This is an optimization exercise on Yosys and OpenROAD, whose aim is small area, a short achievable clock period and few clock cycles per item, not a production implementation.
The RTL was checked by simulation tests, not by an equivalence proof against the original design.
Power and IR drop assume default switching activity.

==> inputs of trial 18 <==
Design ina3221_rcu, start of the top module:
module ina3221_rcu #(
    parameter [6:0] DEV_ADDR = 7'h40
) (
    input  wire        clk,
    input  wire        rst,
    input  wire        cmd_valid,
    output wire        cmd_ready,
    input  wire [47:0] cmd,
    output wire        rsp_valid,
    input  wire        rsp_ready,
    output wire [79:0] rsp,
    output wire        tr_req_valid,
    output wire        tr_req_write,
    output wire [6:0]  tr_req_dev,
    output wire [7:0]  tr_req_reg,
    output wire [15:0] tr_req_wdata,
    input  wire        tr_ans_valid,
    input  wire        tr_ans_ok,
    input  wire [15:0] tr_ans_rdata,
    input  wire [7:0]  tr_ans_err,
    input  wire        pin_pv,
    input  wire        pin_crit,
    input  wire        pin_warn,
    input  wire        pin_tc,
    input  wire [15:0] shunt_r_mohm,
    output wire        inited_o,
    output wire [15:0] cfg_cache_o
);
    wire [7:0]  c_op   = cmd[47:40];
    wire [7:0]  c_sel  = cmd[39:32];
    wire [31:0] c_arg  = cmd[31:0];
    wire [15:0] c_word = cmd[15:0];
    wire c_ch_ok = (c_sel == 8'd1) || (c_sel == 8'd2) || (c_sel == 8'd3);
    localparam [1:0] K_WORD = 2'd0, K_S16 = 2'd1, K_X5 = 2'd2, K_FLAG = 2'd3;
  ...
clock: 9.0 ns
lec_check: 0
abc_area: 1
cap_margin: 20
core_margin: 2
core_utilization: 40
place_density: 0.6
setup_slack_margin: 5
slew_margin: 20
run.sh (not shown) runs the stock make flow with config.mk's settings and CLKGATE_MAP_FILE= SYNTH_SCRIPT=/design/flow/synth_recipe.tcl, a recipe that flattens the netlist after the stock synthesis.
==> inputs of trial 28, as changes to trial 18 <==
--- a/flow/design.v
+++ b/flow/design.v
@@ -110,15 +110,14 @@
     reg        s_idle, s_xfer, s_resp, s_x5, s_abs, s_div, s_neg, s_sdiv, s_sfix;
     reg        inited;
     reg [15:0] cfg_cache;
     reg        req_write;
     reg [7:0]  req_reg;
     reg [15:0] w;               
     reg [2:0]  status;
-    reg [7:0]  info;
     reg [27:0] acc;             
     reg        sx;              
     reg        dmode;           
     reg [15:0] rem;             
     reg [4:0]  cnt;
     reg        neg;
     reg [15:0] rn;
@@ -133,22 +132,18 @@
         case (q_kind)
             K_WORD: a_data = {12'd0, a_L};
             K_S16, K_X5: a_data = a_s16;
             default: a_data = {27'd0, a_L[q_fbit]};
         endcase
     end
     wire [25:0] x5 = {acc[23:0], 2'b00} + acc[25:0];
-    wire [16:0] d1_sh = {rem, acc[27]};
-    wire [17:0] d1_df = {1'b0, d1_sh} - {2'b00, rn};
-    wire        d1_ge = ~d1_df[17];
-    wire [15:0] d1_r  = d1_ge ? d1_df[15:0] : d1_sh[15:0];
-    wire [16:0] d2_sh = {d1_r, acc[26]};
-    wire [17:0] d2_df = {1'b0, d2_sh} - {2'b00, rn};
-    wire        d2_ge = ~d2_df[17];
-    wire [15:0] d2_r  = d2_ge ? d2_df[15:0] : d2_sh[15:0];
+    wire [16:0] d_sh = {rem, acc[27]};
+    wire [17:0] d_df = {1'b0, d_sh} - {2'b00, rn};
+    wire        d_ge = ~d_df[17];
+    wire [15:0] d_r  = d_ge ? d_df[15:0] : d_sh[15:0];
     reg [2:0]  s5_r;
     reg [6:0]  s5_q;
     integer i;
     always @(*) begin
         s5_r = rem[2:0];
         for (i = 6; i >= 0; i = i - 1) begin
             s5_q[i] = (s5_r >= 3'd3) || (s5_r == 3'd2 && acc[21 + i]);
@@ -188,27 +183,26 @@
                 req_write <= d_write;
                 req_reg   <= d_reg;
                 w         <= (d_wsrc == 2'd1) ? 16'h8000 : (d_wsrc == 2'd2) ? 16'h0004 : c_word;
                 q_curr <= d_curr; q_x5 <= (d_kind == K_X5); q_set40 <= d_set40; q_sum <= d_sum;
                 q_cfgl <= d_cfgl; q_cfgw <= d_cfgw; q_iset <= d_iset;
                 q_kind <= d_kind; q_fbit <= d_fbit;
                 status <= 3'd0;
-                info   <= 8'd0;
                 sx     <= 1'b0;
                 dmode  <= 1'b0;
                 neg    <= c_arg[31];
                 rem    <= 16'd0;
                 cnt    <= 5'd0;
                 acc    <= {12'd0, (d_wsrc == 2'd1) ? 16'h8000 : (d_wsrc == 2'd2) ? 16'h0004 : c_word};
                 if (!d_legal) begin
-                    status <= 3'd3; info <= c_op; s_resp <= 1'b1;
+                    status <= 3'd3; acc[7:0] <= c_op; s_resp <= 1'b1;
                 end else if (d_init && !inited) begin
-                    status <= 3'd4; s_resp <= 1'b1;
+                    status <= 3'd4; acc[7:0] <= 8'd0; s_resp <= 1'b1;
                 end else if (d_chan && !c_ch_ok) begin
-                    status <= 3'd1; info <= c_sel; s_resp <= 1'b1;
+                    status <= 3'd1; acc[7:0] <= c_sel; s_resp <= 1'b1;
                 end else if (d_local) begin
                     s_resp <= 1'b1;
                     if (d_desc) begin
                         acc <= desc(c_word);
                         dmode <= 1'b1;
                     end else if (d_enc)
                         acc <= {12'd0, c_word[0], c_word[1], c_word[2], c_word[3], c_word[6:4],
@@ -236,15 +230,15 @@
                 s_sfix <= 1'b0;
                 s_xfer <= 1'b1;
             end
             if (s_xfer && tr_ans_valid) begin
                 s_xfer <= 1'b0;
                 if (!tr_ans_ok) begin
                     status <= 3'd2;
-                    info   <= tr_ans_err;
+                    acc[7:0] <= tr_ans_err;
                     s_resp <= 1'b1;
                 end else begin
                     if (q_iset) inited <= 1'b1;
                     if (q_cfgl) cfg_cache <= a_L;
                     if (q_cfgw) cfg_cache <= w;
                     if (!req_write) begin
                         acc <= a_data;
@@ -261,30 +255,29 @@
                 if (!q_curr || cnt[1:0] == 2'd3) begin
                     s_x5 <= 1'b0;
                     if (q_curr) s_abs  <= 1'b1;
                     else        s_resp <= 1'b1;
                 end
             end
             if (s_abs) begin
-                if (rz[0]) begin
-                    rem <= {1'b0, fx_t[24:10]};
-                    acc <= {fx_t[9:0], 18'd0};
-                end else begin
-                    rem <= {2'b00, fx_t[24:11]};
-                    acc <= {fx_t[10:0], 17'd0};
-                end
-                cnt   <= 5'd0;
+                rem   <= {1'b0, fx_t[24:10]};
+                acc   <= {fx_t[9:0], 18'd0};
+                cnt   <= {1'b0, rz} + 5'd13;
                 s_abs <= 1'b0;
                 s_div <= 1'b1;
             end
             if (s_div) begin
-                rem <= d2_r;
-                acc <= {acc[25:0], d1_ge, d2_ge};
-                cnt <= cnt + 5'd1;
-                if (cnt[3:0] == {1'b0, rz[3:1]} + 4'd6) begin s_div <= 1'b0; s_neg <= 1'b1; end
+                rem <= d_r;
+                acc <= {acc[26:0], d_ge};
+                cnt <= cnt - 5'd1;
+                if (cnt == 5'd1) begin
+                    s_div <= 1'b0;
+                    if (neg) s_neg  <= 1'b1;
+                    else     s_resp <= 1'b1;
+                end
             end
             if (s_neg) begin
                 acc    <= fx_t[27:0];
                 sx     <= fx_t[28];
                 s_neg  <= 1'b0;
                 s_resp <= 1'b1;
             end
@@ -293,15 +286,16 @@
                 s_idle <= 1'b1;
             end
         end
     end
     wire [58:0] dh = desc(w);
     assign cmd_ready    = s_idle;
     assign rsp_valid    = s_resp;
-    assign rsp          = {5'd0, status, info, {5{sx}}, dmode ? dh[58:28] : {31{sx}}, acc};
+    wire        err = |status;
+    assign rsp          = {5'd0, status, acc[7:0] & {8{err}}, {5{sx}}, dmode ? dh[58:28] : {31{sx}}, acc};
     assign tr_req_valid = s_xfer;
     assign tr_req_write = req_write;
     assign tr_req_dev   = DEV_ADDR;
     assign tr_req_reg   = req_reg;
     assign tr_req_wdata = {w[7:0], w[15:8]};
     assign inited_o     = inited;
     assign cfg_cache_o  = cfg_cache;
==> inputs of build 76, as changes to trial 18 <==
--- a/flow/design.v
+++ b/flow/design.v
@@ -117,38 +117,43 @@
     reg [7:0]  info;
     reg [27:0] acc;             
     reg        sx;              
     reg        dmode;           
     reg [15:0] rem;             
     reg [4:0]  cnt;
     reg        neg;
-    reg [15:0] rn;
+    reg [15:0] rsh, rn;
     reg [3:0]  rz;
     reg        q_curr, q_x5, q_set40, q_sum, q_cfgl, q_cfgw, q_iset;
     reg [1:0]  q_kind;
     reg [3:0]  q_fbit;
+    reg [15:0] nz_v;
+    reg [3:0]  nz_z;
+    always @(*) begin
+        nz_v = rsh;
+        nz_z[3] = (nz_v[15:8] == 8'd0); if (nz_z[3]) nz_v = {nz_v[7:0], 8'd0};
+        nz_z[2] = (nz_v[15:12] == 4'd0); if (nz_z[2]) nz_v = {nz_v[11:0], 4'd0};
+        nz_z[1] = (nz_v[15:14] == 2'd0); if (nz_z[1]) nz_v = {nz_v[13:0], 2'd0};
+        nz_z[0] = ~nz_v[15];             if (nz_z[0]) nz_v = {nz_v[14:0], 1'b0};
+    end
     wire [15:0] a_L    = {tr_ans_rdata[7:0], tr_ans_rdata[15:8]};
     wire [27:0] a_s16  = {{12{a_L[15]}}, a_L};
     reg [27:0] a_data;
     always @(*) begin
         case (q_kind)
             K_WORD: a_data = {12'd0, a_L};
             K_S16, K_X5: a_data = a_s16;
             default: a_data = {27'd0, a_L[q_fbit]};
         endcase
     end
     wire [25:0] x5 = {acc[23:0], 2'b00} + acc[25:0];
-    wire [16:0] d1_sh = {rem, acc[27]};
-    wire [17:0] d1_df = {1'b0, d1_sh} - {2'b00, rn};
-    wire        d1_ge = ~d1_df[17];
-    wire [15:0] d1_r  = d1_ge ? d1_df[15:0] : d1_sh[15:0];
-    wire [16:0] d2_sh = {d1_r, acc[26]};
-    wire [17:0] d2_df = {1'b0, d2_sh} - {2'b00, rn};
-    wire        d2_ge = ~d2_df[17];
-    wire [15:0] d2_r  = d2_ge ? d2_df[15:0] : d2_sh[15:0];
+    wire [16:0] d_sh = {rem, acc[27]};
+    wire [17:0] d_df = {1'b0, d_sh} - {2'b00, rn};
+    wire        d_ge = ~d_df[17];
+    wire [15:0] d_r  = d_ge ? d_df[15:0] : d_sh[15:0];
     reg [2:0]  s5_r;
     reg [6:0]  s5_q;
     integer i;
     always @(*) begin
         s5_r = rem[2:0];
         for (i = 6; i >= 0; i = i - 1) begin
             s5_q[i] = (s5_r >= 3'd3) || (s5_r == 3'd2 && acc[21 + i]);
@@ -161,27 +166,17 @@
             endcase
         end
     end
     wire        fx_c   = s_sfix && (w[2:0] == ~{3{neg}}) && (!q_set40 || rem[2:0] == 3'd4);
     wire [28:0] fx_t   = ({1'b0, acc} ^ {29{neg}}) + {28'd0, neg & ~fx_c};
     wire [15:0] fx_w   = q_sum ? {fx_t[14:0], 1'b0} : {fx_t[12:0], 3'b000};
     always @(posedge clk) begin
-        if (s_idle && cmd_valid) begin
-            rn <= shunt_r_mohm;
-            rz <= 4'd0;
-        end else if (rn[15:8] == 8'd0) begin
-            rn <= {rn[7:0], 8'd0};
-            rz <= rz + 4'd8;
-        end else if (rn[15:12] == 4'd0) begin
-            rn <= {rn[11:0], 4'd0};
-            rz <= rz + 4'd4;
-        end else if (!rn[15]) begin
-            rn <= {rn[14:0], 1'b0};
-            rz <= rz + 4'd1;
-        end
+        rsh <= shunt_r_mohm;
+        rn  <= nz_v;
+        rz  <= nz_z;
         if (rst) begin
             s_idle <= 1'b1; s_xfer <= 1'b0; s_resp <= 1'b0; s_x5 <= 1'b0;
             s_abs <= 1'b0; s_div <= 1'b0; s_neg <= 1'b0; s_sdiv <= 1'b0; s_sfix <= 1'b0;
             inited <= 1'b0;
         end else begin
             if (s_idle && cmd_valid) begin
                 s_idle    <= 1'b0;
@@ -261,30 +256,25 @@
                 if (!q_curr || cnt[1:0] == 2'd3) begin
                     s_x5 <= 1'b0;
                     if (q_curr) s_abs  <= 1'b1;
                     else        s_resp <= 1'b1;
                 end
             end
             if (s_abs) begin
-                if (rz[0]) begin
-                    rem <= {1'b0, fx_t[24:10]};
-                    acc <= {fx_t[9:0], 18'd0};
-                end else begin
-                    rem <= {2'b00, fx_t[24:11]};
-                    acc <= {fx_t[10:0], 17'd0};
-                end
-                cnt   <= 5'd0;
+                rem   <= {1'b0, fx_t[24:10]};
+                acc   <= {fx_t[9:0], 18'd0};
+                cnt   <= {1'b0, rz} + 5'd13;
                 s_abs <= 1'b0;
                 s_div <= 1'b1;
             end
             if (s_div) begin
-                rem <= d2_r;
-                acc <= {acc[25:0], d1_ge, d2_ge};
-                cnt <= cnt + 5'd1;
-                if (cnt[3:0] == {1'b0, rz[3:1]} + 4'd6) begin s_div <= 1'b0; s_neg <= 1'b1; end
+                rem <= d_r;
+                acc <= {acc[26:0], d_ge};
+                cnt <= cnt - 5'd1;
+                if (cnt == 5'd1) begin s_div <= 1'b0; s_neg <= 1'b1; end
             end
             if (s_neg) begin
                 acc    <= fx_t[27:0];
                 sx     <= fx_t[28];
                 s_neg  <= 1'b0;
                 s_resp <= 1'b1;
             end
==> flow/flow/run.sh (new file) <==
#!/bin/bash
# The standard layout with a tighter repair target: repair_timing aims
# for a setup slack of MARGIN ns at the design's clock period.
set -euo pipefail
MARGIN=6
sed "s/SETUP_SLACK_MARGIN=[0-9.]*/SETUP_SLACK_MARGIN=$MARGIN/" standard.sh > standard_margin.sh
bash standard_margin.sh > standard.log 2>&1
==> flow/standard.sh (new file) <==
#!/bin/bash
# synth_recipe.tcl (not shown) runs the flow's synth.tcl, then flattens the netlist and writes it again
# the make line also repeats each setting of config.mk as NAME=value (left out here)
make -C /OpenROAD-flow-scripts/flow DESIGN_CONFIG=/design/flow/config.mk WORK_HOME=/design/flow/orfs CLKGATE_MAP_FILE= SYNTH_SCRIPT=/design/flow/synth_recipe.tcl "${@:-finish}"
removed: flow/run.sh
==> summary of the runs <==
Trial 28 finished with timing, DRC and antenna clean. Trial 18 went through all stages and came out clean. Build 76 ran to the end with no violations.
Synthesized cell count, highest first: trial 18, build 76, trial 28.
The highest maximum frequency belongs to trial 28, the lowest to trial 18.
Against trial 18, the combinational power of trial 28 is smaller by about 44%.
Register-to-register slack: trial 18 < trial 28 < build 76.
Final cell count, highest first: build 76, trial 18, trial 28.
Worst hold slack, highest first: build 76, trial 18, trial 28.
The lowest global-route usage belongs to trial 18, the highest to build 76.
The highest power belongs to trial 18, the lowest to trial 28.
==> figures <==
                                                    trial 28    trial 18    build 76
Outcome                     no timing/DRC/antenna violations  no timing/DRC/antenna violations  no timing/DRC/antenna violations
Fmax                                                 247 MHz     213 MHz     245 MHz
Cells on worst reg2reg path                               13          33          19
Hold slack                                          0.477 ns    0.479 ns    0.510 ns
Number of stages on the worst setup path                  14          33          19
Switching pwr                                         980 µW     1470 µW      985 µW
Clock Buffer Count                                        18          17          20
Post-placement cell count                              2,512       2,613       2,553
Placeable core area                               33,500 µm²  35,500 µm²  34,300 µm²
Final-layout fill cell count                           3,282       3,331       2,995
Signal buffers                                           328         372         515
Total leakage power                               0.00767 µW  0.00849 µW  0.00932 µW
Non-CTS inverters                                        264         254         258
Routed length on met3                                5470 µm     4660 µm     5290 µm
Switching Fraction                                     38.9%       43.6%       36.2%
Area of combinational cells with multiple inputs    8760 µm²  10,100 µm²    9840 µm²
Initial Util                                           40.7%       40.5%       40.3%
Testbench counts of trial 18, summed over its fixed seeds: cycles 24,742, ops 3,200.
Testbench counts of trial 28, summed over its fixed seeds: cycles 30,117, ops 3,200.
Testbench counts of build 76, summed over its fixed seeds: cycles 30,378, ops 3,200.

## static timing again, ports no longer ideal
In the flow no input, the clock included, has a driving cell. The finished layouts below were timed again as built, in two steps.
Step 1, drivers: a clkbuf_16 drives clk and a buf_2 each remaining input, both assumed.
Step 2 moves the port delays by t, midway between the first and last clock arrival at a register: inputs arrive t later, outputs are due t later. That takes back most of the time a late clock gives input paths.
Three values: ideal ports, drivers, drivers and shift; two values: the first two.
run	t (ns)	setup WS [ns]	hold slack, ns	clock arrival spread, ns	worst slew at a driven data input, ns
trial 18	0.499	4.308 / 4.308 / 4.308	0.479 / 0.479 / 0.479	0.014 / 0.014	0.07
trial 28	0.497	4.947 / 4.978 / 4.481	0.477 / 0.477 / 0.477	0.010 / 0.010	0.08
build 76	0.514	4.913 / 4.930 / 4.416	0.510 / 0.510 / 0.510	0.020 / 0.020	0.09
After both steps setup and hold are still met in every run listed. For build 76, which loses most, drivers alone change the setup slack by +0.017 ns; drivers and shift together by -0.497 ns.
